Source: an optimization exercise on an open RTL-to-GDS flow (aim: small area, a short achievable clock period and few clock cycles per item). Production flows keep margins and buffers that such runs may drop.
Function was not checked in any run shown here: the RTL went through the layout flow alone.

$ cat flow/design.v
module ydl_corr_cordic (
    input  wire          clk,
    input  wire          rst,
    input  wire          en,
    input  wire          in_v,
    input  wire [25:0]   in_pay,
    input  wire [13:0]   in_d,
    input  wire [20:0]   in_z,
    input  wire          in_conv,
    output wire          out_v,
    output wire [25:0]   out_pay,
    output wire [20:0]   out_z,
    output wire [15:0]   out_ang
);
    reg [3:0] sh;
    always @(*) begin
        casez (in_d)
            14'b1?????????????: sh = 4'd0;
            14'b01????????????: sh = 4'd1;
            14'b001???????????: sh = 4'd2;
            14'b0001??????????: sh = 4'd3;
            14'b00001?????????: sh = 4'd4;
            14'b000001????????: sh = 4'd5;
            14'b0000001???????: sh = 4'd6;
            14'b00000001??????: sh = 4'd7;
            14'b000000001?????: sh = 4'd8;
            14'b0000000001????: sh = 4'd9;
            14'b00000000001???: sh = 4'd9;
            14'b000000000001??: sh = 4'd9;
            14'b0000000000001?: sh = 4'd9;
            14'b00000000000001: sh = 4'd9;
            default: sh = 4'd9;
        endcase
    end
    wire        dz = (in_d == 14'd0);
    wire [13:0] dn = in_d << sh;
    reg  [17:0] k1, k2;
    always @(*) begin
        case ({dz, sh})
            5'd0: begin k1 = 18'd147; k2 = 18'd195; end
            5'd1: begin k1 = 18'd294; k2 = 18'd390; end
            5'd2: begin k1 = 18'd588; k2 = 18'd780; end
            5'd3: begin k1 = 18'd1176; k2 = 18'd1560; end
            5'd4: begin k1 = 18'd2352; k2 = 18'd3121; end
            5'd5: begin k1 = 18'd4705; k2 = 18'd6241; end
            5'd6: begin k1 = 18'd9409; k2 = 18'd12482; end
            5'd7: begin k1 = 18'd18819; k2 = 18'd24965; end
            5'd8: begin k1 = 18'd37638; k2 = 18'd49930; end
            5'd9: begin k1 = 18'd75275; k2 = 18'd99859; end
            default: begin k1 = 18'd78499; k2 = 18'd202970; end
        endcase
    end
    wire signed [17:0] k2s = k2;
    wire        m_n1 = $signed({2'b0, dn, 3'd0}) > $signed({k2s[17], k2s});
    wire [17:0] m_dp = {1'b0, dn, 3'd0};
    wire [17:0] m_dh = {2'b0, dn, 2'd0};
    wire [17:0] m_k2h = {k2[17], k2[17:1]};
    wire [17:0] m_k1h = {1'b0, k1[17:1]};
    wire [17:0] x_s0 = (m_n1 ? m_dp : 18'd0) + m_dh + (m_n1 ? k1 - m_k2h : k1 + m_k2h);
    wire [17:0] y_s0 = (m_n1 ? k2 + m_k1h : k2 - m_k1h) - m_dh - (m_n1 ? 18'd0 : m_dp);
    reg [17:0] x_r1;
    reg [17:0] y_r1;
    reg [20:0] z_r1;
    reg [0:0] conv_r1;
    reg [25:0] pay_r1;
    always @(posedge clk) if (en) begin x_r1 <= x_s0; y_r1 <= y_s0; z_r1 <= in_z; conv_r1 <= in_conv; pay_r1 <= in_pay; end
    reg v_r1;
    always @(posedge clk) if (rst) v_r1 <= 1'b0; else if (en) v_r1 <= in_v;
    reg p1_r1; always @(posedge clk) if (en) p1_r1 <= ~m_n1;
    wire n2 = y_r1[17];
    wire signed [23:0] ye2 = $signed(y_r1);
    wire signed [23:0] xe2 = {6'd0, x_r1};
    wire signed [23:0] xs2 = xe2 >>> 2;
    wire signed [23:0] ys2 = ye2 >>> 2;
    wire [24:0] yc2 = {ye2, 1'b1} + {xs2 ^ {24{~n2}}, ~n2};
    wire [23:0] yn2 = yc2[24:1];
    wire [24:0] xc2 = {xe2, 1'b1} + {ys2 ^ {24{n2}}, n2};
    wire [23:0] xn2 = xc2[24:1];
    wire [17:0] x_i2 = xn2[17:0];
    wire [16:0] y_i2 = yn2[16:0];
    wire [21:0] cv_m = z_r1[14:0] * 22'd91;
    wire [21:0] z_cm = conv_r1 ? cv_m : {1'b0, z_r1};
    wire n3 = y_i2[16];
    wire signed [23:0] ye3 = $signed(y_i2);
    wire signed [23:0] xe3 = {6'd0, x_i2};
    wire signed [23:0] xs3 = xe3 >>> 3;
    wire signed [23:0] ys3 = ye3 >>> 3;
    wire [24:0] yc3 = {ye3, 1'b1} + {xs3 ^ {24{~n3}}, ~n3};
    wire [23:0] yn3 = yc3[24:1];
    wire [24:0] xc3 = {xe3, 1'b1} + {ys3 ^ {24{n3}}, n3};
    wire [23:0] xn3 = xc3[24:1];
    wire [17:0] x_i3 = xn3[17:0];
    wire [15:0] y_i3 = yn3[15:0];
    reg [17:0] x_r3;
    reg [15:0] y_r3;
    reg [21:0] z_r3;
    reg [0:0] conv_r3;
    reg [25:0] pay_r3;
    always @(posedge clk) if (en) begin x_r3 <= x_i3; y_r3 <= y_i3; z_r3 <= z_cm; conv_r3 <= conv_r1; pay_r3 <= pay_r1; end
    reg v_r3;
    always @(posedge clk) if (rst) v_r3 <= 1'b0; else if (en) v_r3 <= v_r1;
    reg p1_r3; always @(posedge clk) if (en) p1_r3 <= p1_r1;
    reg p2_r3; always @(posedge clk) if (en) p2_r3 <= ~n2;
    reg p3_r3; always @(posedge clk) if (en) p3_r3 <= ~n3;
    wire n4 = y_r3[15];
    wire signed [23:0] ye4 = $signed(y_r3);
    wire signed [23:0] xe4 = {6'd0, x_r3};
    wire signed [23:0] xs4 = xe4 >>> 4;
    wire signed [23:0] ys4 = ye4 >>> 4;
    wire [24:0] yc4 = {ye4, 1'b1} + {xs4 ^ {24{~n4}}, ~n4};
    wire [23:0] yn4 = yc4[24:1];
    wire [24:0] xc4 = {xe4, 1'b1} + {ys4 ^ {24{n4}}, n4};
    wire [23:0] xn4 = xc4[24:1];
    wire [17:0] x_i4 = xn4[17:0];
    wire [14:0] y_i4 = yn4[14:0];
    wire [21:0] cv_m2 = z_r3;
    wire [20:0] cv_t = cv_m2[20:0] + {11'd0, cv_m2[21:12]} + 21'd23;
    wire [20:0] z_cv = conv_r3 ? cv_t : z_r3[20:0];
    wire n5 = y_i4[14];
    wire signed [23:0] ye5 = $signed(y_i4);
    wire signed [23:0] xe5 = {6'd0, x_i4};
    wire signed [23:0] xs5 = xe5 >>> 5;
    wire signed [23:0] ys5 = ye5 >>> 5;
    wire [24:0] yc5 = {ye5, 1'b1} + {xs5 ^ {24{~n5}}, ~n5};
    wire [23:0] yn5 = yc5[24:1];
    wire [24:0] xc5 = {xe5, 1'b1} + {ys5 ^ {24{n5}}, n5};
    wire [23:0] xn5 = xc5[24:1];
    wire [17:0] x_i5 = xn5[17:0];
    wire [13:0] y_i5 = yn5[13:0];
    reg [17:0] x_r5;
    reg [13:0] y_r5;
    reg [20:0] z_r5;
    reg [25:0] pay_r5;
    always @(posedge clk) if (en) begin x_r5 <= x_i5; y_r5 <= y_i5; z_r5 <= z_cv; pay_r5 <= pay_r3; end
    reg v_r5;
    always @(posedge clk) if (rst) v_r5 <= 1'b0; else if (en) v_r5 <= v_r3;
    reg p1_r5; always @(posedge clk) if (en) p1_r5 <= p1_r3;
    reg p2_r5; always @(posedge clk) if (en) p2_r5 <= p2_r3;
    reg p3_r5; always @(posedge clk) if (en) p3_r5 <= p3_r3;
    reg p4_r5; always @(posedge clk) if (en) p4_r5 <= ~n4;
    reg p5_r5; always @(posedge clk) if (en) p5_r5 <= ~n5;
    wire n6 = y_r5[13];
    wire signed [23:0] ye6 = $signed(y_r5);
    wire signed [23:0] xe6 = {6'd0, x_r5};
    wire signed [23:0] xs6 = xe6 >>> 6;
    wire signed [23:0] ys6 = ye6 >>> 6;
    wire [24:0] yc6 = {ye6, 1'b1} + {xs6 ^ {24{~n6}}, ~n6};
    wire [23:0] yn6 = yc6[24:1];
    wire [24:0] xc6 = {xe6, 1'b1} + {ys6 ^ {24{n6}}, n6};
    wire [23:0] xn6 = xc6[24:1];
    wire [17:0] x_i6 = xn6[17:0];
    wire [12:0] y_i6 = yn6[12:0];
    wire n7 = y_i6[12];
    wire signed [23:0] ye7 = $signed(y_i6);
    wire signed [23:0] xe7 = {6'd0, x_i6};
    wire signed [23:0] xs7 = xe7 >>> 7;
    wire signed [23:0] ys7 = ye7 >>> 7;
    wire [24:0] yc7 = {ye7, 1'b1} + {xs7 ^ {24{~n7}}, ~n7};
    wire [23:0] yn7 = yc7[24:1];
    wire [11:0] y_i7 = yn7[11:0];
    reg [17:0] x_r7;
    reg [11:0] y_r7;
    reg [20:0] z_r7;
    reg [25:0] pay_r7;
    always @(posedge clk) if (en) begin x_r7 <= x_i6; y_r7 <= y_i7; z_r7 <= z_r5; pay_r7 <= pay_r5; end
    reg v_r7;
    always @(posedge clk) if (rst) v_r7 <= 1'b0; else if (en) v_r7 <= v_r5;
    reg p1_r7; always @(posedge clk) if (en) p1_r7 <= p1_r5;
    reg p2_r7; always @(posedge clk) if (en) p2_r7 <= p2_r5;
    reg p3_r7; always @(posedge clk) if (en) p3_r7 <= p3_r5;
    reg p4_r7; always @(posedge clk) if (en) p4_r7 <= p4_r5;
    reg p5_r7; always @(posedge clk) if (en) p5_r7 <= p5_r5;
    reg p6_r7; always @(posedge clk) if (en) p6_r7 <= ~n6;
    reg p7_r7; always @(posedge clk) if (en) p7_r7 <= ~n7;
    wire n8 = y_r7[11];
    wire signed [23:0] ye8 = $signed(y_r7);
    wire signed [23:0] xe8 = {6'd0, x_r7};
    wire signed [23:0] xs8 = xe8 >>> 8;
    wire signed [23:0] ys8 = ye8 >>> 8;
    wire [24:0] yc8 = {ye8, 1'b1} + {xs8 ^ {24{~n8}}, ~n8};
    wire [23:0] yn8 = yc8[24:1];
    wire [10:0] y_i8 = yn8[10:0];
    wire n9 = y_i8[10];
    wire signed [23:0] ye9 = $signed(y_i8);
    wire signed [23:0] xe9 = {6'd0, x_r7};
    wire signed [23:0] xs9 = xe9 >>> 9;
    wire signed [23:0] ys9 = ye9 >>> 9;
    wire [24:0] yc9 = {ye9, 1'b1} + {xs9 ^ {24{~n9}}, ~n9};
    wire [23:0] yn9 = yc9[24:1];
    wire [9:0] y_i9 = yn9[9:0];
    wire n10 = y_i9[9];
    wire signed [23:0] ye10 = $signed(y_i9);
    wire signed [23:0] xe10 = {6'd0, x_r7};
    wire signed [23:0] xs10 = xe10 >>> 10;
    wire signed [23:0] ys10 = ye10 >>> 10;
    wire [24:0] yc10 = {ye10, 1'b1} + {xs10 ^ {24{~n10}}, ~n10};
    wire [23:0] yn10 = yc10[24:1];
    wire [8:0] y_i10 = yn10[8:0];
    reg [17:0] x_r10;
    reg [8:0] y_r10;
    reg [20:0] z_r10;
    reg [25:0] pay_r10;
    always @(posedge clk) if (en) begin x_r10 <= x_r7; y_r10 <= y_i10; z_r10 <= z_r7; pay_r10 <= pay_r7; end
    reg v_r10;
    always @(posedge clk) if (rst) v_r10 <= 1'b0; else if (en) v_r10 <= v_r7;
    reg p1_r10; always @(posedge clk) if (en) p1_r10 <= p1_r7;
    reg p2_r10; always @(posedge clk) if (en) p2_r10 <= p2_r7;
    reg p3_r10; always @(posedge clk) if (en) p3_r10 <= p3_r7;
    reg p4_r10; always @(posedge clk) if (en) p4_r10 <= p4_r7;
    reg p5_r10; always @(posedge clk) if (en) p5_r10 <= p5_r7;
    reg p6_r10; always @(posedge clk) if (en) p6_r10 <= p6_r7;
    reg p7_r10; always @(posedge clk) if (en) p7_r10 <= p7_r7;
    reg p8_r10; always @(posedge clk) if (en) p8_r10 <= ~n8;
    reg p9_r10; always @(posedge clk) if (en) p9_r10 <= ~n9;
    reg p10_r10; always @(posedge clk) if (en) p10_r10 <= ~n10;
    wire n11 = y_r10[8];
    wire signed [23:0] ye11 = $signed(y_r10);
    wire signed [23:0] xe11 = {6'd0, x_r10};
    wire signed [23:0] xs11 = xe11 >>> 11;
    wire signed [23:0] ys11 = ye11 >>> 11;
    wire [24:0] yc11 = {ye11, 1'b1} + {xs11 ^ {24{~n11}}, ~n11};
    wire [23:0] yn11 = yc11[24:1];
    wire [7:0] y_i11 = yn11[7:0];
    wire n12 = y_i11[7];
    wire signed [23:0] ye12 = $signed(y_i11);
    wire signed [23:0] xe12 = {6'd0, x_r10};
    wire signed [23:0] xs12 = xe12 >>> 12;
    wire signed [23:0] ys12 = ye12 >>> 12;
    wire [24:0] yc12 = {ye12, 1'b1} + {xs12 ^ {24{~n12}}, ~n12};
    wire [23:0] yn12 = yc12[24:1];
    wire [6:0] y_i12 = yn12[6:0];
    wire n13 = y_i12[6];
    wire signed [23:0] ye13 = $signed(y_i12);
    wire signed [23:0] xe13 = {6'd0, x_r10};
    wire signed [23:0] xs13 = xe13 >>> 13;
    wire signed [23:0] ys13 = ye13 >>> 13;
    wire [24:0] yc13 = {ye13, 1'b1} + {xs13 ^ {24{~n13}}, ~n13};
    wire [23:0] yn13 = yc13[24:1];
    wire [5:0] y_i13 = yn13[5:0];
    wire ta1_s = z_r10[1] ^ p1_r10 ^ p2_r10;
    wire ta1_c = (z_r10[1] & p1_r10) | (z_r10[1] & p2_r10) | (p1_r10 & p2_r10);
    wire ta2_s = z_r10[2] ^ p2_r10 ^ p3_r10;
    wire ta2_c = (z_r10[2] & p2_r10) | (z_r10[2] & p3_r10) | (p2_r10 & p3_r10);
    wire ta3_s = p4_r10 ^ p5_r10;
    wire ta3_c = p4_r10 & p5_r10;
    wire ta4_s = z_r10[3] ^ p2_r10;
    wire ta4_c = z_r10[3] & p2_r10;
    wire ta5_s = z_r10[4] ^ 1'b1 ^ p5_r10;
    wire ta5_c = (z_r10[4] & 1'b1) | (z_r10[4] & p5_r10) | (1'b1 & p5_r10);
    wire ta6_s = z_r10[5] ^ p5_r10;
    wire ta6_c = z_r10[5] & p5_r10;
    wire ta7_s = z_r10[6] ^ 1'b1 ^ p2_r10;
    wire ta7_c = (z_r10[6] & 1'b1) | (z_r10[6] & p2_r10) | (1'b1 & p2_r10);
    wire ta8_s = p3_r10 ^ p4_r10 ^ p5_r10;
    wire ta8_c = (p3_r10 & p4_r10) | (p3_r10 & p5_r10) | (p4_r10 & p5_r10);
    wire ta9_s = z_r10[7] ^ p2_r10 ^ p4_r10;
    wire ta9_c = (z_r10[7] & p2_r10) | (z_r10[7] & p4_r10) | (p2_r10 & p4_r10);
    wire ta10_s = z_r10[8] ^ 1'b1;
    wire ta10_c = z_r10[8] & 1'b1;
    wire ta11_s = ta1_s ^ p5_r10 ^ p6_r10;
    wire ta11_c = (ta1_s & p5_r10) | (ta1_s & p6_r10) | (p5_r10 & p6_r10);
    wire ta12_s = ta1_c ^ ta2_s ^ ta3_s;
    wire ta12_c = (ta1_c & ta2_s) | (ta1_c & ta3_s) | (ta2_s & ta3_s);
    wire ta13_s = p6_r10 ^ p10_r10;
    wire ta13_c = p6_r10 & p10_r10;
    wire ta14_s = ta2_c ^ ta3_c ^ ta4_s;
    wire ta14_c = (ta2_c & ta3_c) | (ta2_c & ta4_s) | (ta3_c & ta4_s);
    wire ta15_s = p6_r10 ^ p9_r10 ^ p10_r10;
    wire ta15_c = (p6_r10 & p9_r10) | (p6_r10 & p10_r10) | (p9_r10 & p10_r10);
    wire ta16_s = ta4_c ^ ta5_s ^ p6_r10;
    wire ta16_c = (ta4_c & ta5_s) | (ta4_c & p6_r10) | (ta5_s & p6_r10);
    wire ta17_s = p8_r10 ^ p9_r10 ^ ~n13;
    wire ta17_c = (p8_r10 & p9_r10) | (p8_r10 & ~n13) | (p9_r10 & ~n13);
    wire ta18_s = ta5_c ^ ta6_s ^ p6_r10;
    wire ta18_c = (ta5_c & ta6_s) | (ta5_c & p6_r10) | (ta6_s & p6_r10);
    wire ta19_s = p7_r10 ^ p8_r10 ^ ~n12;
    wire ta19_c = (p7_r10 & p8_r10) | (p7_r10 & ~n12) | (p8_r10 & ~n12);
    wire ta20_s = ta6_c ^ ta7_s ^ ta8_s;
    wire ta20_c = (ta6_c & ta7_s) | (ta6_c & ta8_s) | (ta7_s & ta8_s);
    wire ta21_s = p7_r10 ^ ~n11 ^ ~n13;
    wire ta21_c = (p7_r10 & ~n11) | (p7_r10 & ~n13) | (~n11 & ~n13);
    wire ta22_s = ta7_c ^ ta8_c ^ ta9_s;
    wire ta22_c = (ta7_c & ta8_c) | (ta7_c & ta9_s) | (ta8_c & ta9_s);
    wire ta23_s = p6_r10 ^ p10_r10 ^ ~n12;
    wire ta23_c = (p6_r10 & p10_r10) | (p6_r10 & ~n12) | (p10_r10 & ~n12);
    wire ta24_s = ta9_c ^ ta10_s ^ p1_r10;
    wire ta24_c = (ta9_c & ta10_s) | (ta9_c & p1_r10) | (ta10_s & p1_r10);
    wire ta25_s = p5_r10 ^ p9_r10 ^ ~n11;
    wire ta25_c = (p5_r10 & p9_r10) | (p5_r10 & ~n11) | (p9_r10 & ~n11);
    wire ta26_s = ta10_c ^ z_r10[9] ^ p2_r10;
    wire ta26_c = (ta10_c & z_r10[9]) | (ta10_c & p2_r10) | (z_r10[9] & p2_r10);
    wire ta27_s = p4_r10 ^ p8_r10 ^ p10_r10;
    wire ta27_c = (p4_r10 & p8_r10) | (p4_r10 & p10_r10) | (p8_r10 & p10_r10);
    wire ta28_s = z_r10[10] ^ p2_r10 ^ p3_r10;
    wire ta28_c = (z_r10[10] & p2_r10) | (z_r10[10] & p3_r10) | (p2_r10 & p3_r10);
    wire ta29_s = p7_r10 ^ p9_r10;
    wire ta29_c = p7_r10 & p9_r10;
    wire ta30_s = z_r10[11] ^ 1'b1 ^ p1_r10;
    wire ta30_c = (z_r10[11] & 1'b1) | (z_r10[11] & p1_r10) | (1'b1 & p1_r10);
    wire ta31_s = p2_r10 ^ p6_r10 ^ p8_r10;
    wire ta31_c = (p2_r10 & p6_r10) | (p2_r10 & p8_r10) | (p6_r10 & p8_r10);
    wire ta32_s = z_r10[12] ^ p1_r10 ^ p2_r10;
    wire ta32_c = (z_r10[12] & p1_r10) | (z_r10[12] & p2_r10) | (p1_r10 & p2_r10);
    wire ta33_s = p5_r10 ^ p7_r10;
    wire ta33_c = p5_r10 & p7_r10;
    wire ta34_s = z_r10[13] ^ 1'b1 ^ p1_r10;
    wire ta34_c = (z_r10[13] & 1'b1) | (z_r10[13] & p1_r10) | (1'b1 & p1_r10);
    wire ta35_s = p2_r10 ^ p4_r10 ^ p6_r10;
    wire ta35_c = (p2_r10 & p4_r10) | (p2_r10 & p6_r10) | (p4_r10 & p6_r10);
    wire ta36_s = z_r10[14] ^ 1'b1 ^ p2_r10;
    wire ta36_c = (z_r10[14] & 1'b1) | (z_r10[14] & p2_r10) | (1'b1 & p2_r10);
    wire ta37_s = p3_r10 ^ p5_r10;
    wire ta37_c = p3_r10 & p5_r10;
    wire ta38_s = z_r10[15] ^ p1_r10;
    wire ta38_c = z_r10[15] & p1_r10;
    wire ta39_s = ta11_s ^ ~n11;
    wire ta39_c = ta11_s & ~n11;
    wire ta40_s = ta11_c ^ ta12_s ^ ta13_s;
    wire ta40_c = (ta11_c & ta12_s) | (ta11_c & ta13_s) | (ta12_s & ta13_s);
    wire ta41_s = ta12_c ^ ta13_c ^ ta14_s;
    wire ta41_c = (ta12_c & ta13_c) | (ta12_c & ta14_s) | (ta13_c & ta14_s);
    wire ta42_s = ta14_c ^ ta15_c ^ ta16_s;
    wire ta42_c = (ta14_c & ta15_c) | (ta14_c & ta16_s) | (ta15_c & ta16_s);
    wire ta43_s = ta16_c ^ ta17_c ^ ta18_s;
    wire ta43_c = (ta16_c & ta17_c) | (ta16_c & ta18_s) | (ta17_c & ta18_s);
    wire ta44_s = ta18_c ^ ta19_c ^ ta20_s;
    wire ta44_c = (ta18_c & ta19_c) | (ta18_c & ta20_s) | (ta19_c & ta20_s);
    wire ta45_s = ta20_c ^ ta21_c ^ ta22_s;
    wire ta45_c = (ta20_c & ta21_c) | (ta20_c & ta22_s) | (ta21_c & ta22_s);
    wire ta46_s = ta22_c ^ ta23_c ^ ta24_s;
    wire ta46_c = (ta22_c & ta23_c) | (ta22_c & ta24_s) | (ta23_c & ta24_s);
    wire ta47_s = ta24_c ^ ta25_c ^ ta26_s;
    wire ta47_c = (ta24_c & ta25_c) | (ta24_c & ta26_s) | (ta25_c & ta26_s);
    wire ta48_s = ta26_c ^ ta27_c ^ ta28_s;
    wire ta48_c = (ta26_c & ta27_c) | (ta26_c & ta28_s) | (ta27_c & ta28_s);
    wire ta49_s = ta28_c ^ ta29_c ^ ta30_s;
    wire ta49_c = (ta28_c & ta29_c) | (ta28_c & ta30_s) | (ta29_c & ta30_s);
    wire ta50_s = ta30_c ^ ta31_c ^ ta32_s;
    wire ta50_c = (ta30_c & ta31_c) | (ta30_c & ta32_s) | (ta31_c & ta32_s);
    wire ta51_s = ta32_c ^ ta33_c ^ ta34_s;
    wire ta51_c = (ta32_c & ta33_c) | (ta32_c & ta34_s) | (ta33_c & ta34_s);
    wire ta52_s = ta34_c ^ ta35_c ^ ta36_s;
    wire ta52_c = (ta34_c & ta35_c) | (ta34_c & ta36_s) | (ta35_c & ta36_s);
    wire ta53_s = ta36_c ^ ta37_c ^ ta38_s;
    wire ta53_c = (ta36_c & ta37_c) | (ta36_c & ta38_s) | (ta37_c & ta38_s);
    wire ta54_s = ta38_c ^ z_r10[16];
    wire ta54_c = ta38_c & z_r10[16];
    wire ta55_s = z_r10[17] ^ 1'b1;
    wire ta55_c = z_r10[17] & 1'b1;
    wire ta56_s = z_r10[18] ^ 1'b1;
    wire ta56_c = z_r10[18] & 1'b1;
    wire ta57_s = ta39_s ^ ~n12;
    wire ta57_c = ta39_s & ~n12;
    wire ta58_s = ta39_c ^ ta40_s ^ ~n11;
    wire ta58_c = (ta39_c & ta40_s) | (ta39_c & ~n11) | (ta40_s & ~n11);
    wire ta59_s = ta40_c ^ ta41_s ^ ta15_s;
    wire ta59_c = (ta40_c & ta41_s) | (ta40_c & ta15_s) | (ta41_s & ta15_s);
    wire ta60_s = ta41_c ^ ta42_s ^ ta17_s;
    wire ta60_c = (ta41_c & ta42_s) | (ta41_c & ta17_s) | (ta42_s & ta17_s);
    wire ta61_s = ta42_c ^ ta43_s ^ ta19_s;
    wire ta61_c = (ta42_c & ta43_s) | (ta42_c & ta19_s) | (ta43_s & ta19_s);
    wire ta62_s = ta43_c ^ ta44_s ^ ta21_s;
    wire ta62_c = (ta43_c & ta44_s) | (ta43_c & ta21_s) | (ta44_s & ta21_s);
    wire ta63_s = ta44_c ^ ta45_s ^ ta23_s;
    wire ta63_c = (ta44_c & ta45_s) | (ta44_c & ta23_s) | (ta45_s & ta23_s);
    wire ta64_s = ta45_c ^ ta46_s ^ ta25_s;
    wire ta64_c = (ta45_c & ta46_s) | (ta45_c & ta25_s) | (ta46_s & ta25_s);
    wire ta65_s = ta46_c ^ ta47_s ^ ta27_s;
    wire ta65_c = (ta46_c & ta47_s) | (ta46_c & ta27_s) | (ta47_s & ta27_s);
    wire ta66_s = ta47_c ^ ta48_s ^ ta29_s;
    wire ta66_c = (ta47_c & ta48_s) | (ta47_c & ta29_s) | (ta48_s & ta29_s);
    wire ta67_s = ta48_c ^ ta49_s ^ ta31_s;
    wire ta67_c = (ta48_c & ta49_s) | (ta48_c & ta31_s) | (ta49_s & ta31_s);
    wire ta68_s = ta49_c ^ ta50_s ^ ta33_s;
    wire ta68_c = (ta49_c & ta50_s) | (ta49_c & ta33_s) | (ta50_s & ta33_s);
    wire ta69_s = ta50_c ^ ta51_s ^ ta35_s;
    wire ta69_c = (ta50_c & ta51_s) | (ta50_c & ta35_s) | (ta51_s & ta35_s);
    wire ta70_s = ta51_c ^ ta52_s ^ ta37_s;
    wire ta70_c = (ta51_c & ta52_s) | (ta51_c & ta37_s) | (ta52_s & ta37_s);
    wire ta71_s = ta52_c ^ ta53_s ^ p4_r10;
    wire ta71_c = (ta52_c & ta53_s) | (ta52_c & p4_r10) | (ta53_s & p4_r10);
    wire ta72_s = ta53_c ^ ta54_s ^ p3_r10;
    wire ta72_c = (ta53_c & ta54_s) | (ta53_c & p3_r10) | (ta54_s & p3_r10);
    wire ta73_s = ta54_c ^ ta55_s ^ p2_r10;
    wire ta73_c = (ta54_c & ta55_s) | (ta54_c & p2_r10) | (ta55_s & p2_r10);
    wire ta74_s = ta55_c ^ ta56_s ^ p1_r10;
    wire ta74_c = (ta55_c & ta56_s) | (ta55_c & p1_r10) | (ta56_s & p1_r10);
    wire ta75_s = ta56_c ^ z_r10[19] ^ 1'b1;
    wire ta75_c = (ta56_c & z_r10[19]) | (ta56_c & 1'b1) | (z_r10[19] & 1'b1);
    wire ta76_s = z_r10[20] ^ 1'b1;
    wire ta76_c = z_r10[20] & 1'b1;
    reg [17:0] x_r13;
    reg [5:0] y_r13;
    reg [25:0] pay_r13;
    always @(posedge clk) if (en) begin x_r13 <= x_r10; y_r13 <= y_i13; pay_r13 <= pay_r10; end
    reg v_r13;
    always @(posedge clk) if (rst) v_r13 <= 1'b0; else if (en) v_r13 <= v_r10;
    reg [20:0] ra_r13, rb_r13;
    always @(posedge clk) if (en) begin ra_r13 <= {ta75_c, ta74_c, ta73_c, ta72_c, ta71_c, ta70_c, ta69_c, ta68_c, ta67_c, ta66_c, ta65_c, ta64_c, ta63_c, ta62_c, ta61_c, ta60_c, ta59_c, ta58_c, ta57_c, ta57_s, z_r10[0]}; rb_r13 <= {ta76_s, ta75_s, ta74_s, ta73_s, ta72_s, ta71_s, ta70_s, ta69_s, ta68_s, ta67_s, ta66_s, ta65_s, ta64_s, ta63_s, ta62_s, ta61_s, ta60_s, ta59_s, ta58_s, ~n13, 1'b0}; end
    wire n14 = y_r13[5];
    wire signed [23:0] ye14 = $signed(y_r13);
    wire signed [23:0] xe14 = {6'd0, x_r13};
    wire signed [23:0] xs14 = xe14 >>> 14;
    wire signed [23:0] ys14 = ye14 >>> 14;
    wire [24:0] yc14 = {ye14, 1'b1} + {xs14 ^ {24{~n14}}, ~n14};
    wire [23:0] yn14 = yc14[24:1];
    wire [4:0] y_i14 = yn14[4:0];
    wire n15 = y_i14[4];
    wire tb77_s = ~n15 ^ ra_r13[2];
    wire tb77_c = ~n15 & ra_r13[2];
    wire tb78_s = ~n14 ^ ra_r13[3] ^ rb_r13[3];
    wire tb78_c = (~n14 & ra_r13[3]) | (~n14 & rb_r13[3]) | (ra_r13[3] & rb_r13[3]);
    wire tb79_s = ~n15 ^ ra_r13[4] ^ rb_r13[4];
    wire tb79_c = (~n15 & ra_r13[4]) | (~n15 & rb_r13[4]) | (ra_r13[4] & rb_r13[4]);
    wire tb80_s = ~n14 ^ ra_r13[5] ^ rb_r13[5];
    wire tb80_c = (~n14 & ra_r13[5]) | (~n14 & rb_r13[5]) | (ra_r13[5] & rb_r13[5]);
    wire tb81_s = ra_r13[6] ^ rb_r13[6];
    wire tb81_c = ra_r13[6] & rb_r13[6];
    wire tb82_s = ra_r13[7] ^ rb_r13[7];
    wire tb82_c = ra_r13[7] & rb_r13[7];
    wire tb83_s = ra_r13[8] ^ rb_r13[8];
    wire tb83_c = ra_r13[8] & rb_r13[8];
    wire tb84_s = ra_r13[9] ^ rb_r13[9];
    wire tb84_c = ra_r13[9] & rb_r13[9];
    wire tb85_s = ra_r13[10] ^ rb_r13[10];
    wire tb85_c = ra_r13[10] & rb_r13[10];
    wire tb86_s = ra_r13[11] ^ rb_r13[11];
    wire tb86_c = ra_r13[11] & rb_r13[11];
    wire tb87_s = ra_r13[12] ^ rb_r13[12];
    wire tb87_c = ra_r13[12] & rb_r13[12];
    wire tb88_s = ra_r13[13] ^ rb_r13[13];
    wire tb88_c = ra_r13[13] & rb_r13[13];
    wire tb89_s = ra_r13[14] ^ rb_r13[14];
    wire tb89_c = ra_r13[14] & rb_r13[14];
    wire tb90_s = ra_r13[15] ^ rb_r13[15];
    wire tb90_c = ra_r13[15] & rb_r13[15];
    wire tb91_s = ra_r13[16] ^ rb_r13[16];
    wire tb91_c = ra_r13[16] & rb_r13[16];
    wire tb92_s = ra_r13[17] ^ rb_r13[17];
    wire tb92_c = ra_r13[17] & rb_r13[17];
    wire tb93_s = ra_r13[18] ^ rb_r13[18];
    wire tb93_c = ra_r13[18] & rb_r13[18];
    wire tb94_s = ra_r13[19] ^ rb_r13[19];
    wire tb94_c = ra_r13[19] & rb_r13[19];
    wire tb95_s = ra_r13[20] ^ rb_r13[20];
    wire tb95_c = ra_r13[20] & rb_r13[20];
    wire [20:0] z_sum = {tb94_c, tb93_c, tb92_c, tb91_c, tb90_c, tb89_c, tb88_c, tb87_c, tb86_c, tb85_c, tb84_c, tb83_c, tb82_c, tb81_c, tb80_c, tb79_c, tb78_c, tb77_c, tb77_s, ra_r13[1], ra_r13[0]} + {tb95_s, tb94_s, tb93_s, tb92_s, tb91_s, tb90_s, tb89_s, tb88_s, tb87_s, tb86_s, tb85_s, tb84_s, tb83_s, tb82_s, tb81_s, tb80_s, tb79_s, tb78_s, rb_r13[2], rb_r13[1], rb_r13[0]};
    reg  [20:0] z_q;
    reg  [25:0] pay_q;
    reg         v_q;
    always @(posedge clk) if (en) begin z_q <= z_sum; pay_q <= pay_r13; end
    always @(posedge clk) if (rst) v_q <= 1'b0; else if (en) v_q <= v_r13;
    assign out_z = z_q;
    assign out_pay = pay_q;
    assign out_v = v_q;
    wire m96_s = z_q[5] ^ z_q[3];
    wire m96_c = z_q[5] & z_q[3];
    wire m97_s = z_q[6] ^ z_q[4] ^ z_q[3];
    wire m97_c = (z_q[6] & z_q[4]) | (z_q[6] & z_q[3]) | (z_q[4] & z_q[3]);
    wire m98_s = z_q[7] ^ z_q[5] ^ z_q[4];
    wire m98_c = (z_q[7] & z_q[5]) | (z_q[7] & z_q[4]) | (z_q[5] & z_q[4]);
    wire m99_s = z_q[8] ^ z_q[6] ^ z_q[5];
    wire m99_c = (z_q[8] & z_q[6]) | (z_q[8] & z_q[5]) | (z_q[6] & z_q[5]);
    wire m100_s = z_q[9] ^ z_q[7] ^ z_q[6];
    wire m100_c = (z_q[9] & z_q[7]) | (z_q[9] & z_q[6]) | (z_q[7] & z_q[6]);
    wire m101_s = z_q[10] ^ z_q[8] ^ z_q[7];
    wire m101_c = (z_q[10] & z_q[8]) | (z_q[10] & z_q[7]) | (z_q[8] & z_q[7]);
    wire m102_s = z_q[11] ^ z_q[9] ^ z_q[8];
    wire m102_c = (z_q[11] & z_q[9]) | (z_q[11] & z_q[8]) | (z_q[9] & z_q[8]);
    wire m103_s = z_q[12] ^ z_q[10] ^ z_q[9];
    wire m103_c = (z_q[12] & z_q[10]) | (z_q[12] & z_q[9]) | (z_q[10] & z_q[9]);
    wire m104_s = z_q[13] ^ z_q[11] ^ z_q[10];
    wire m104_c = (z_q[13] & z_q[11]) | (z_q[13] & z_q[10]) | (z_q[11] & z_q[10]);
    wire m105_s = z_q[14] ^ z_q[12] ^ z_q[11];
    wire m105_c = (z_q[14] & z_q[12]) | (z_q[14] & z_q[11]) | (z_q[12] & z_q[11]);
    wire m106_s = z_q[15] ^ z_q[13] ^ z_q[12];
    wire m106_c = (z_q[15] & z_q[13]) | (z_q[15] & z_q[12]) | (z_q[13] & z_q[12]);
    wire m107_s = z_q[16] ^ z_q[14] ^ z_q[13];
    wire m107_c = (z_q[16] & z_q[14]) | (z_q[16] & z_q[13]) | (z_q[14] & z_q[13]);
    wire m108_s = z_q[17] ^ z_q[15] ^ z_q[14];
    wire m108_c = (z_q[17] & z_q[15]) | (z_q[17] & z_q[14]) | (z_q[15] & z_q[14]);
    wire m109_s = z_q[18] ^ z_q[16] ^ z_q[15];
    wire m109_c = (z_q[18] & z_q[16]) | (z_q[18] & z_q[15]) | (z_q[16] & z_q[15]);
    wire m110_s = z_q[19] ^ z_q[17] ^ z_q[16];
    wire m110_c = (z_q[19] & z_q[17]) | (z_q[19] & z_q[16]) | (z_q[17] & z_q[16]);
    wire m111_s = z_q[20] ^ z_q[18] ^ z_q[17];
    wire m111_c = (z_q[20] & z_q[18]) | (z_q[20] & z_q[17]) | (z_q[18] & z_q[17]);
    wire m112_s = z_q[19] ^ z_q[18];
    wire m112_c = z_q[19] & z_q[18];
    wire m113_s = z_q[20] ^ z_q[19];
    wire m113_c = z_q[20] & z_q[19];
    wire m114_s = z_q[3] ^ z_q[1];
    wire m114_c = z_q[3] & z_q[1];
    wire m115_s = z_q[4] ^ z_q[2] ^ z_q[1];
    wire m115_c = (z_q[4] & z_q[2]) | (z_q[4] & z_q[1]) | (z_q[2] & z_q[1]);
    wire m116_s = m96_s ^ z_q[2] ^ z_q[0];
    wire m116_c = (m96_s & z_q[2]) | (m96_s & z_q[0]) | (z_q[2] & z_q[0]);
    wire m117_s = m96_c ^ m97_s ^ z_q[1];
    wire m117_c = (m96_c & m97_s) | (m96_c & z_q[1]) | (m97_s & z_q[1]);
    wire m118_s = m97_c ^ m98_s ^ z_q[2];
    wire m118_c = (m97_c & m98_s) | (m97_c & z_q[2]) | (m98_s & z_q[2]);
    wire m119_s = m98_c ^ m99_s ^ z_q[3];
    wire m119_c = (m98_c & m99_s) | (m98_c & z_q[3]) | (m99_s & z_q[3]);
    wire m120_s = m99_c ^ m100_s ^ z_q[4];
    wire m120_c = (m99_c & m100_s) | (m99_c & z_q[4]) | (m100_s & z_q[4]);
    wire m121_s = m100_c ^ m101_s ^ z_q[5];
    wire m121_c = (m100_c & m101_s) | (m100_c & z_q[5]) | (m101_s & z_q[5]);
    wire m122_s = m101_c ^ m102_s ^ z_q[6];
    wire m122_c = (m101_c & m102_s) | (m101_c & z_q[6]) | (m102_s & z_q[6]);
    wire m123_s = m102_c ^ m103_s ^ z_q[7];
    wire m123_c = (m102_c & m103_s) | (m102_c & z_q[7]) | (m103_s & z_q[7]);
    wire m124_s = m103_c ^ m104_s ^ z_q[8];
    wire m124_c = (m103_c & m104_s) | (m103_c & z_q[8]) | (m104_s & z_q[8]);
    wire m125_s = m104_c ^ m105_s ^ z_q[9];
    wire m125_c = (m104_c & m105_s) | (m104_c & z_q[9]) | (m105_s & z_q[9]);
    wire m126_s = m105_c ^ m106_s ^ z_q[10];
    wire m126_c = (m105_c & m106_s) | (m105_c & z_q[10]) | (m106_s & z_q[10]);
    wire m127_s = m106_c ^ m107_s ^ z_q[11];
    wire m127_c = (m106_c & m107_s) | (m106_c & z_q[11]) | (m107_s & z_q[11]);
    wire m128_s = m107_c ^ m108_s ^ z_q[12];
    wire m128_c = (m107_c & m108_s) | (m107_c & z_q[12]) | (m108_s & z_q[12]);
    wire m129_s = m108_c ^ m109_s ^ z_q[13];
    wire m129_c = (m108_c & m109_s) | (m108_c & z_q[13]) | (m109_s & z_q[13]);
    wire m130_s = m109_c ^ m110_s ^ z_q[14];
    wire m130_c = (m109_c & m110_s) | (m109_c & z_q[14]) | (m110_s & z_q[14]);
    wire m131_s = m110_c ^ m111_s ^ z_q[15];
    wire m131_c = (m110_c & m111_s) | (m110_c & z_q[15]) | (m111_s & z_q[15]);
    wire m132_s = m111_c ^ m112_s ^ z_q[16];
    wire m132_c = (m111_c & m112_s) | (m111_c & z_q[16]) | (m112_s & z_q[16]);
    wire m133_s = m112_c ^ m113_s ^ z_q[17];
    wire m133_c = (m112_c & m113_s) | (m112_c & z_q[17]) | (m113_s & z_q[17]);
    wire m134_s = m113_c ^ z_q[20] ^ z_q[18];
    wire m134_c = (m113_c & z_q[20]) | (m113_c & z_q[18]) | (z_q[20] & z_q[18]);
    wire [26:0] m45 = {1'b0, z_q[20], m134_c, m133_c, m132_c, m131_c, m130_c, m129_c, m128_c, m127_c, m126_c, m125_c, m124_c, m123_c, m122_c, m121_c, m120_c, m119_c, m118_c, m117_c, m116_c, m115_c, m114_c, m114_s, z_q[2], z_q[1], z_q[0]} + {1'b0, 1'b0, z_q[19], m134_s, m133_s, m132_s, m131_s, m130_s, m129_s, m128_s, m127_s, m126_s, m125_s, m124_s, m123_s, m122_s, m121_s, m120_s, m119_s, m118_s, m117_s, m116_s, m115_s, z_q[0], z_q[0], 1'b0, 1'b0};
    assign out_ang = m45[26:11];
endmodule
module ydl_angle_engine (
    input  wire        clk,
    input  wire        rst,
    input  wire        hdr_valid,
    output wire        hdr_ready,
    input  wire [15:0] hdr_start_code,
    input  wire [15:0] hdr_end_code,
    input  wire [7:0]  hdr_count,
    input  wire [13:0] hdr_dist_first,
    input  wire [13:0] hdr_dist_last,
    input  wire        smp_valid,
    output wire        smp_ready,
    input  wire [23:0] smp_raw,
    output wire        out_valid,
    input  wire        out_ready,
    output reg  [15:0] out_angle,
    output reg  [13:0] out_dist,
    output reg  [9:0]  out_intensity,
    output reg         out_last
);
    localparam [2:0] W_IDLE = 3'd0,   
                     W_S0   = 3'd1,   
                     W_S1   = 3'd2,   
                     W_WT   = 3'd3,   
                     W_DIV  = 3'd4,   
                     W_DONE = 3'd5;   
    reg        out_v, skid_v;
    reg [15:0] sk_angle;
    reg [13:0] sk_dist;
    reg [9:0]  sk_int;
    reg        sk_last;
    wire       en = ~skid_v;
    assign out_valid = out_v;
    reg  [2:0]  w_st;
    reg  [3:0]  w_cnt;
    reg  [7:0]  w_dv;               
    reg         w_nb, w_nd;         
    reg  [20:0] w_f;                
    reg  [25:0] w_q;                
    reg  [7:0]  w_r;
    reg         p_v, p_conv;
    reg  [20:0] p_f;
    reg  [7:0]  p_n;
    reg  [25:0] p_step;
    reg         e_act, e_conv;
    reg  [7:0]  e_rem;
    reg  [25:0] e_acc, e_step;
    wire        w_bub = w_nb & ((w_st == W_S0) | (w_st == W_S1));
    assign hdr_ready = (w_st == W_DONE) & ~p_v;
    assign smp_ready = en & e_act & ~w_bub;
    wire        hdr_take = hdr_valid & hdr_ready;
    wire        smp_take = smp_valid & smp_ready;
    wire        e_last = (e_rem == 8'd1);
    wire        p_to_e = p_v & (~e_act | (smp_take & e_last));
    reg         r0_v, r0_b, r0_last, r0_conv;
    reg  [13:0] r0_d;
    reg  [9:0]  r0_int;
    reg  [20:0] r0_z;
    always @(posedge clk) begin
        if (rst)
            r0_v <= 1'b0;
        else if (en)
            r0_v <= w_bub | smp_take;
    end
    always @(posedge clk) begin
        if (en) begin
            if (w_bub) begin
                r0_b    <= 1'b1;
                r0_last <= (w_st == W_S1);
                r0_conv <= 1'b1;
                r0_d    <= (w_st == W_S0) ? hdr_dist_first : hdr_dist_last;
                r0_z    <= {6'd0, (w_st == W_S0) ? hdr_start_code[15:1] : hdr_end_code[15:1]};
                r0_int  <= 10'd0;
            end else begin
                r0_b    <= 1'b0;
                r0_last <= e_last;
                r0_conv <= e_conv;
                r0_d    <= smp_raw[23:10];
                r0_int  <= smp_raw[9:0];
                r0_z    <= e_acc[25:5];
            end
        end
    end
    wire        x_v;
    wire [25:0] x_pay;
    wire [20:0] x_z;
    wire [15:0] x_ang;
    ydl_corr_cordic u_corr (
        .clk    (clk),
        .rst    (rst),
        .en     (en),
        .in_v   (r0_v),
        .in_pay ({r0_b, r0_last, r0_int, r0_d}),
        .in_d   (r0_d),
        .in_z   (r0_z),
        .in_conv(r0_conv),
        .out_v  (x_v),
        .out_pay(x_pay),
        .out_z  (x_z),
        .out_ang(x_ang)
    );
    wire        x_b    = x_pay[25];
    wire        x_last = x_pay[24];
    wire [9:0]  x_int  = x_pay[23:14];
    wire [13:0] x_d    = x_pay[13:0];
    wire        res_v  = x_v & ~x_b;
    always @(posedge clk) begin
        if (rst) begin
            out_v  <= 1'b0;
            skid_v <= 1'b0;
        end else if (skid_v) begin
            if (out_ready)
                skid_v <= 1'b0;
        end else if (~out_v | out_ready) begin
            out_v <= res_v;
        end else if (res_v) begin
            skid_v <= 1'b1;
        end
    end
    always @(posedge clk) begin
        if (skid_v) begin
            if (out_ready) begin
                out_angle     <= sk_angle;
                out_dist      <= sk_dist;
                out_intensity <= sk_int;
                out_last      <= sk_last;
            end
        end else if (~out_v | out_ready) begin
            if (res_v) begin
                out_angle     <= x_ang;
                out_dist      <= x_d;
                out_intensity <= x_int;
                out_last      <= x_last;
            end
        end else if (res_v) begin
            sk_angle <= x_ang;
            sk_dist  <= x_d;
            sk_int   <= x_int;
            sk_last  <= x_last;
        end
    end
    wire [8:0]  dv  = {1'b0, w_dv};
    wire [8:0]  r2a = {w_r, w_q[25]};
    wire        gea = (r2a >= dv);
    wire [7:0]  ra  = gea ? r2a[7:0] - w_dv : r2a[7:0];
    wire [8:0]  r2b = {ra, w_q[24]};
    wire        geb = (r2b >= dv);
    wire [7:0]  rb  = geb ? r2b[7:0] - w_dv : r2b[7:0];
    wire        xb_en = en & x_v & x_b;
    wire [20:0] span = x_z - w_f;
    always @(posedge clk) begin
        if (rst) begin
            w_st <= W_IDLE;
        end else begin
            case (w_st)
                W_IDLE: if (hdr_valid) begin
                    w_dv <= hdr_count - 8'd1;
                    w_nb <= (hdr_count > 8'd1);
                    w_nd <= (hdr_count > 8'd2);
                    w_st <= W_S0;
                end
                W_S0: begin
                    if (~w_nb)
                        w_st <= W_DONE;
                    else if (en)
                        w_st <= W_S1;
                end
                W_S1: if (en) w_st <= W_WT;
                W_WT: if (xb_en) begin
                    if (~x_last)
                        w_f <= x_z;
                    else begin
                        w_q   <= {span, 5'd0};
                        w_r   <= 8'd0;
                        w_cnt <= 4'd0;
                        w_st  <= w_nd ? W_DIV : W_DONE;
                    end
                end
                W_DIV: begin
                    w_q   <= {w_q[23:0], gea, geb};
                    w_r   <= rb;
                    w_cnt <= w_cnt + 4'd1;
                    if (w_cnt == 4'd12)
                        w_st <= W_DONE;
                end
                W_DONE: if (hdr_valid & ~p_v) w_st <= W_IDLE;
                default: w_st <= W_IDLE;
            endcase
        end
    end
    always @(posedge clk) begin
        if (rst)
            p_v <= 1'b0;
        else if (hdr_take)
            p_v <= 1'b1;
        else if (p_to_e)
            p_v <= 1'b0;
    end
    always @(posedge clk) begin
        if (hdr_take) begin
            p_conv <= ~w_nb;
            p_f    <= w_nb ? w_f : {6'd0, hdr_start_code[15:1]};
            p_n    <= hdr_count;
            p_step <= w_q;
        end
    end
    always @(posedge clk) begin
        if (rst)
            e_act <= 1'b0;
        else if (p_to_e)
            e_act <= 1'b1;
        else if (smp_take & e_last)
            e_act <= 1'b0;
    end
    always @(posedge clk) begin
        if (p_to_e) begin
            e_conv <= p_conv;
            e_rem  <= p_n;
            e_acc  <= {p_f, 5'd0};
            e_step <= p_step;
        end else if (smp_take) begin
            e_rem  <= e_rem - 8'd1;
            e_acc  <= e_acc + e_step;
        end
    end
endmodule
$ cat flow/run.sh
#!/bin/bash
# synth_recipe.tcl (not shown) runs the flow's synth.tcl, then flattens the netlist and writes it again
# the make line also repeats each setting of config.mk as NAME=value (left out here)
make -C /OpenROAD-flow-scripts/flow DESIGN_CONFIG=/design/flow/config.mk WORK_HOME=/design/flow/orfs CLKGATE_MAP_FILE= SYNTH_SCRIPT=/design/flow/synth_recipe.tcl finish
$ cat flow/config.mk
export PLATFORM = sky130hd
export DESIGN_NAME = ydl_angle_engine
export DESIGN_NICKNAME = ydl_angle_engine
export VERILOG_FILES = /design/flow/design.v
export SDC_FILE = /design/flow/constraint.sdc
export NUM_CORES = 4
export LEC_CHECK = 0
export CAP_MARGIN = 20
export CORE_MARGIN = 2
export CORE_UTILIZATION = 40
export SLEW_MARGIN = 20
$ cat flow/constraint.sdc
create_clock -name core_clock -period 12.0 [get_ports {clk}]
set_input_delay 2.4000 -clock core_clock [delete_from_list [all_inputs] [get_ports {clk}]]
set_output_delay 2.4000 -clock core_clock [all_outputs]
set_load 0.01 [all_outputs]
==> results of run 1 <==
-- final timing paths --
check / from / end / depth (start not counted)
worst max-delay path: r0_d[9] / u_corr.y_r1[17] / 39
worst min-delay path: u_corr.p1_r7 / u_corr.p1_r10 / 0
worst max register to register: r0_d[9] / u_corr.y_r1[17] / 39
worst min register to register: u_corr.p1_r7 / u_corr.p1_r10 / 0
-- state kept, by name, summed over array words and instances, names as in the netlist, 22 cells and up --
signal / cells
e_acc: 26
e_step: 26
p_step: 26
u_corr.pay_q: 26
u_corr.pay_r1: 26
u_corr.pay_r10: 26
u_corr.pay_r13: 26
u_corr.pay_r3: 26
u_corr.pay_r5: 26
u_corr.pay_r7: 26
u_corr.z_r3: 22
w_q: 26
-- critical path, delay by kind of cell (launching register included) --
kind / cells / cell delay, ps
xor+xnor: 2 / 500
flops: 1 / 620
simple gates: 10 / 2260
compound gates: 18 / 4370
fa+ha+maj: 5 / 1850
buf+inv: 4 / 1010
-- placed cells by master, fill, tap and decap left out, types with 75 or more instances in the layout --
cell / count
a21o_1: 95
a21oi_1: 255
clkbuf_16: 94
clkdlybuf4s50_1: 138
edfxtp_1: 839
fa_1: 160
ha_1: 491
inv_1: 430
mux2_2: 79
nand2_1: 289
nand3_1: 75
nor2_1: 277
nor3_1: 96
o21ai_0: 199
xnor2_1: 422
xor2_1: 154
-- cell families after synthesis --
family	after synthesis
flip-flops	859
AND/OR/NAND/NOR	1058
buffers and inverters	541
AO/OA/AOI/OAI	905
multiplexers	133
XOR/XNOR	579
adder cells (fa/ha/maj)	655
-- repair_timing --
item | in CTS | in global routing
resized for setup | 0 | 2
buffers inserted | 0 | 0
hold buffers | 0 | 0
endpoints found under the setup margin | 0 | 2
-- per-layer routing --
metal  wire length, µm  vias up
met5                 0        -
met4              2170        0
met3              5140      141
met2             53600      635
met1             54900    16800
li1                  -    17200
-- layout make-up --
type,count,area (µm²),area share
Clock buffer,111,2420,0.0395
Timing Repair Buffer,166,1590,0.0260
Tap cell,1781,2230,0.0364
Sequential cell,859,25600,0.418
Antenna cell,2,5.00,0.0000818
Inverter,437,1650,0.0269
Clock inverter,60,609,0.00996
Multi-Input combinational cell,3330,27100,0.443
-- metrics by stage --
step	setup WS, ps	utilization
after floorplan	2800	-
after global placement	1080	0.429
after detailed placement	989	0.429
after CTS	951	0.451
after global routing	191	0.451
final	1120	0.451
==> results.txt, run 1 <==
largest family of logic cells by synthesized area adder cells; # IOs 141; Max H-tree Level 3; Die ar. 0.140 mm²; Hold Slack 388 ps; via count 34,800; Final Cycle Share 0.906; met1 usage 0.232; cell area after layout 0.0612 mm²; WS Path Type reg -> reg; Warnings, synthesis 2; Die Y 374 µm; unrepaired setup endpoints after global routing false; Post-synth top flop edfxtp_1; worst skew pair latency 690 ps; initial antenna violation count 5; Final Hold Viols 0; EDFF count, synth 839; total CTS buffers 93; clk root buf clkbuf_16; setup violators final 0; Routed Antenna Nets 0; Max Cap Violations 0; Worst setup EP type flop; Synth Area per Inst 11.6 µm²; outcome complete, no violations; Worst-path clk slew 60 ps; Routed WL 116,000 µm; DR vias/cell 5.16; first-pass GRT wire length 186,000 µm; Worst-Margin Slew 1050 ps; Synth Area in XOR/XNOR 0.0936; simple-gate share of the synthesized area 0.0943; placed inst area 0.0581 mm²; Worst Hold Class reg -> reg; minimum clock period 10,880 ps; critical path data arrival time 11,310 ps; drt initial violations 2,414; placement row count 135; Mapped Area 0.0547 mm²; DR WL/cell 17.2 µm; Placed Cells 6,573; fin cells 6,746; largest net degree at the start of global routing 110; sequential fraction of the synthesis area 0.468; count of cell types in the netlist 107; M3 GR Usage 0.0244; mux cell area share after synthesis 0.0262; nets 5,635; r2r setup slk 1120 ps; Synth top area share 0.461; Total GRT Usage 0.165; Congestion Overflow GR 0; Clock Skew 45.2 ps; top cells by count, synth 839 x edfxtp_1, 491 x ha_1, 431 x inv_1, 422 x xnor2_1, 290 x nand2_1; adder-cell share of the synthesized area 0.172; post-synthesis register bit count 859; Final Max Slew Viols 0; dominant cells by area after synthesis edfxtp_1 46%, ha_1 11%, xnor2_1 6.8%; IO buf count 138; Core ar. 0.136 mm²; area leader, netlist edfxtp_1; Layout area overhead 11.9%; complex-gate fraction of the synthesized area 0.108; most frequent cell after synthesis edfxtp_1; Slew HR 0.295; Initial Utilization 0.403; Mapped Cells 4,730; Layout fillers 12,400; Routability Congestion 0.865; f_max 0.0920 GHz; setup TNS 0 ps; CTS max path bufs 3; vias in the first global route 34,400; ys async rst share 0; GR Util met2 0.270; CP max stage delay 660 ps; DR pass1 iterations 6; Post-route DRC 0; Worst setup SP type flop; syn_nets 5,478; CTS Sinks 859; DP Wirelength 86,800 µm; layout cells sized above 1 0.0679; clock tree from TritonCTS done; critical path peak fanout 19; Worst path slowest cell or4b_1; most utilized layer in the global route result met2; Die Width 374 µm; worst path required time 12,430 ps
==> inputs of run 2 (changes only) <==
--- a/flow/config.mk
+++ b/flow/config.mk
@@ -8,4 +8,4 @@
 export CAP_MARGIN = 20
 export CORE_MARGIN = 2
-export CORE_UTILIZATION = 40
+export CORE_UTILIZATION = 60
 export SLEW_MARGIN = 20
==> run 2 against run 1 <==
- register-to-register slack improved by 170 ps
- non-clock buffer count rose by 4
- cell count fell by 9.0%
- synthesized area did not move
- global-route usage rose by 7.6 points
- critical endpoint is now u_corr.x_r1[17]
- first-iteration DRC count fell by 15%
- sequential share of layout area rose by 0.30 points
- design area fell by 0.72%
- sequential cell count did not move
==> results.txt, run 2 <==
CP max stage delay 650 ps (about the same); via count 34,600 (-0.55%); Max H-tree Level 3 (unchanged); Die ar. 0.0936 mm² (-33%); outcome complete, no violations; Post-route DRC 0 (unchanged); vias in the first global route 34,100 (-0.80%); sequential fraction of the synthesis area 0.468 (unchanged); number of hold buffers added after CTS 0 (unchanged); drt initial violations 2,053 (-15%); CTS max path bufs 3 (unchanged); Hold Slack 399 ps (+10.2 ps); DP Wirelength 83,200 µm (-4.2%); Routability Congestion 0.894 (+3.4%); minimum clock period 10,700 ps (-171 ps); Routed WL 112,000 µm (-3.7%); CTS Sinks 859 (unchanged); unrepaired setup endpoints after global routing false; area leader, netlist edfxtp_1; wire length on met3 4010 µm (-22%); setup TNS 0 ps (unchanged); worst skew pair latency 680 ps (about the same); DR vias/cell 5.64 (+9.2%); worst path required time 12,380 ps (-50 ps); setup violators final 0 (unchanged); Slew HR 0.284 (-0.0112); syn_nets 5,478 (unchanged); DR pass1 iterations 5 (-1); post-synthesis register bit count 859 (unchanged); clock tree from TritonCTS done; Mapped Cells 4,730 (unchanged); EDFF count, synth 839 (unchanged); Die Y 306 µm (-18%); total CTS buffers 91 (-2.2%); Synth Area per Inst 11.6 µm² (unchanged); commonest non-fill, non-tap cell in the layout edfxtp_1; Post-synth top flop edfxtp_1; f_max 0.0934 GHz (+1.6%); Core ar. 0.0901 mm² (-34%); most frequent cells in the layout 839 x edfxtp_1, 491 x ha_1, 430 x inv_1; crit-path leading delay family compound AO/OA/AOI/OAI gates; Final Cycle Share 0.892 (-0.0143); Clock Skew 32.1 ps (-13.2 ps); Worst Hold Class reg -> reg; DRT met1 WL 52,500 µm (-4.3%); WS Path Type reg -> reg; Warnings, synthesis 2 (unchanged); first-pass GRT wire length 180,000 µm (-3.5%); count of cell types in the netlist 107 (unchanged); Worst-Margin Slew 1070 ps (+27.9 ps); critical path peak fanout 28 (+9); largest net degree at the start of global routing 179 (+63%); Synth top area share 0.461 (unchanged); Die Width 306 µm (-18%); Initial Utilization 0.607 (+0.203); Routed Antenna Nets 0 (unchanged); layout cells sized above 1 0.0713 (+0.00341); Layout area overhead 11.1%; IO buf count 138 (unchanged); Worst path slowest cell or4b_1; Final Max Slew Viols 0 (unchanged); top cells by count, synth 839 x edfxtp_1, 491 x ha_1, 431 x inv_1, 422 x xnor2_1, 290 x nand2_1; dominant cells by area after synthesis edfxtp_1 46%, ha_1 11%, xnor2_1 6.8%; # IOs 141 (unchanged); critical path data arrival time 11,090 ps (-220 ps); placement row count 110 (-19%); initial antenna violation count 5 (unchanged); Crit path buffers/inverters 5 (+1); Congestion Overflow GR 0 (unchanged); Max Cap Violations 0 (unchanged); highest metal used met5; Worst setup SP type flop; Total GRT Usage 0.241 (+0.0758); nets 5,637 (+0.035%); Worst-path clk slew 60 ps (about the same); Final Hold Viols 0 (unchanged); met2 routed WL 52,600 µm (-1.9%); clk root buf clkbuf_16; most frequent cell after synthesis edfxtp_1; Worst setup EP type flop; ys async rst share 0 (unchanged); Most common cell on crit path o21ai_0; Mapped Area 0.0547 mm² (unchanged); DR WL/cell 18.2 µm (+5.8%)
## run 2: cell types whose count changed in the layout (fill, tap and decap cells not counted), moves of 3 or more
cell       previous run  this run
buf_4                28        31
bufinv_16             9        20
clkbuf_1             17         7
clkinv_1             18        13
clkbuf_16            94        91
clkbuf_8              0         3
## run 2: timing repair
item / in CTS / in global routing
endpoints found under the setup margin: 0 / 1
buffers inserted: 0 / 3
resized for setup: 0 / 3
## run 2: area by class of cell
class / count / area, µm²
Antenna cell: 2 / 5.00
Inverter: 437 / 1650
Tap cell: 1176 / 1470
Clock buffer: 101 / 2340
Clock inverter: 67 / 963
Timing Repair Buffer: 170 / 1630
Multi-Input combinational cell: 3330 / 27100
Fill cell: 6837 / 29400
Sequential cell: 859 / 25600
## run 2: cell families (layout without fill, tap and decap cells)
family,Yosys count,after routing,share of synthesized area
AND/OR/NAND/NOR,1058,1058,0.0943
AO/OA/AOI/OAI,905,905,0.108
other,0,2,0
adder cells (fa/ha/maj),655,655,0.172
multiplexers,133,133,0.0262
buffers and inverters,541,775,0.0382
XOR/XNOR,579,579,0.0936
flip-flops,859,859,0.468
## run 2: layer usage
layer  vias up  GRT usage
li1      17200          -
met1     16600      0.340
met2       598      0.399
met3       152     0.0297
met4         4     0.0613
met5         -          0
## run 2: per-stage QoR
| stage | cells | area (µm²) | worst slack [ps] | utilization |
|---|---|---|---|---|
| after floorplan | 4730 | 54700 | 2800 | - |
| after global placement | 5969 | 57400 | 1430 | 0.637 |
| after detailed placement | 5969 | 57400 | 1320 | 0.637 |
| after CTS | 6137 | 60700 | 1250 | 0.673 |
| after global routing | 6142 | 60800 | 88.6 | 0.674 |
| final | 6142 | 60800 | 1300 | 0.674 |
## run 2: final timing paths
kind,startpoint,to,slack (ps),depth (start not counted)
setup reg to reg,r0_d[12],u_corr.x_r1[17],1300,41
hold / removal,p_step[2],e_step[2],400,0
setup / recovery,r0_d[12],u_corr.x_r1[17],1300,41
hold reg to reg,p_step[2],e_step[2],400,0

-- afterwards: timing with drivers on the ports --
No port has a modelled driver above. Below, the same layouts with a new extraction and two added sets of constraints.
Step 1 assumes that a clkbuf_16 drives the clock port and a buf_2 every other input.
Step 2 also shifts input and output timing later by t, the mid clock arrival at the registers, as if the neighbouring blocks saw the same clock.
a / b / c = ideal ports / drivers / drivers and shift; a / b = the first two.
run | shift t [ns] | slack for setup (ns) | clock arrival spread, ns | worst data-port slew with drivers (ns) | cell pins on the clock port's net
run 1 | 0.745 | 1.125 / 1.125 / 1.125 | 0.047 / 0.046 | 0.16 | 1
run 2 | 0.736 | 1.296 / 1.296 / 1.296 | 0.037 / 0.037 | 0.11 | 1
After both steps setup and hold are still met in every run listed.
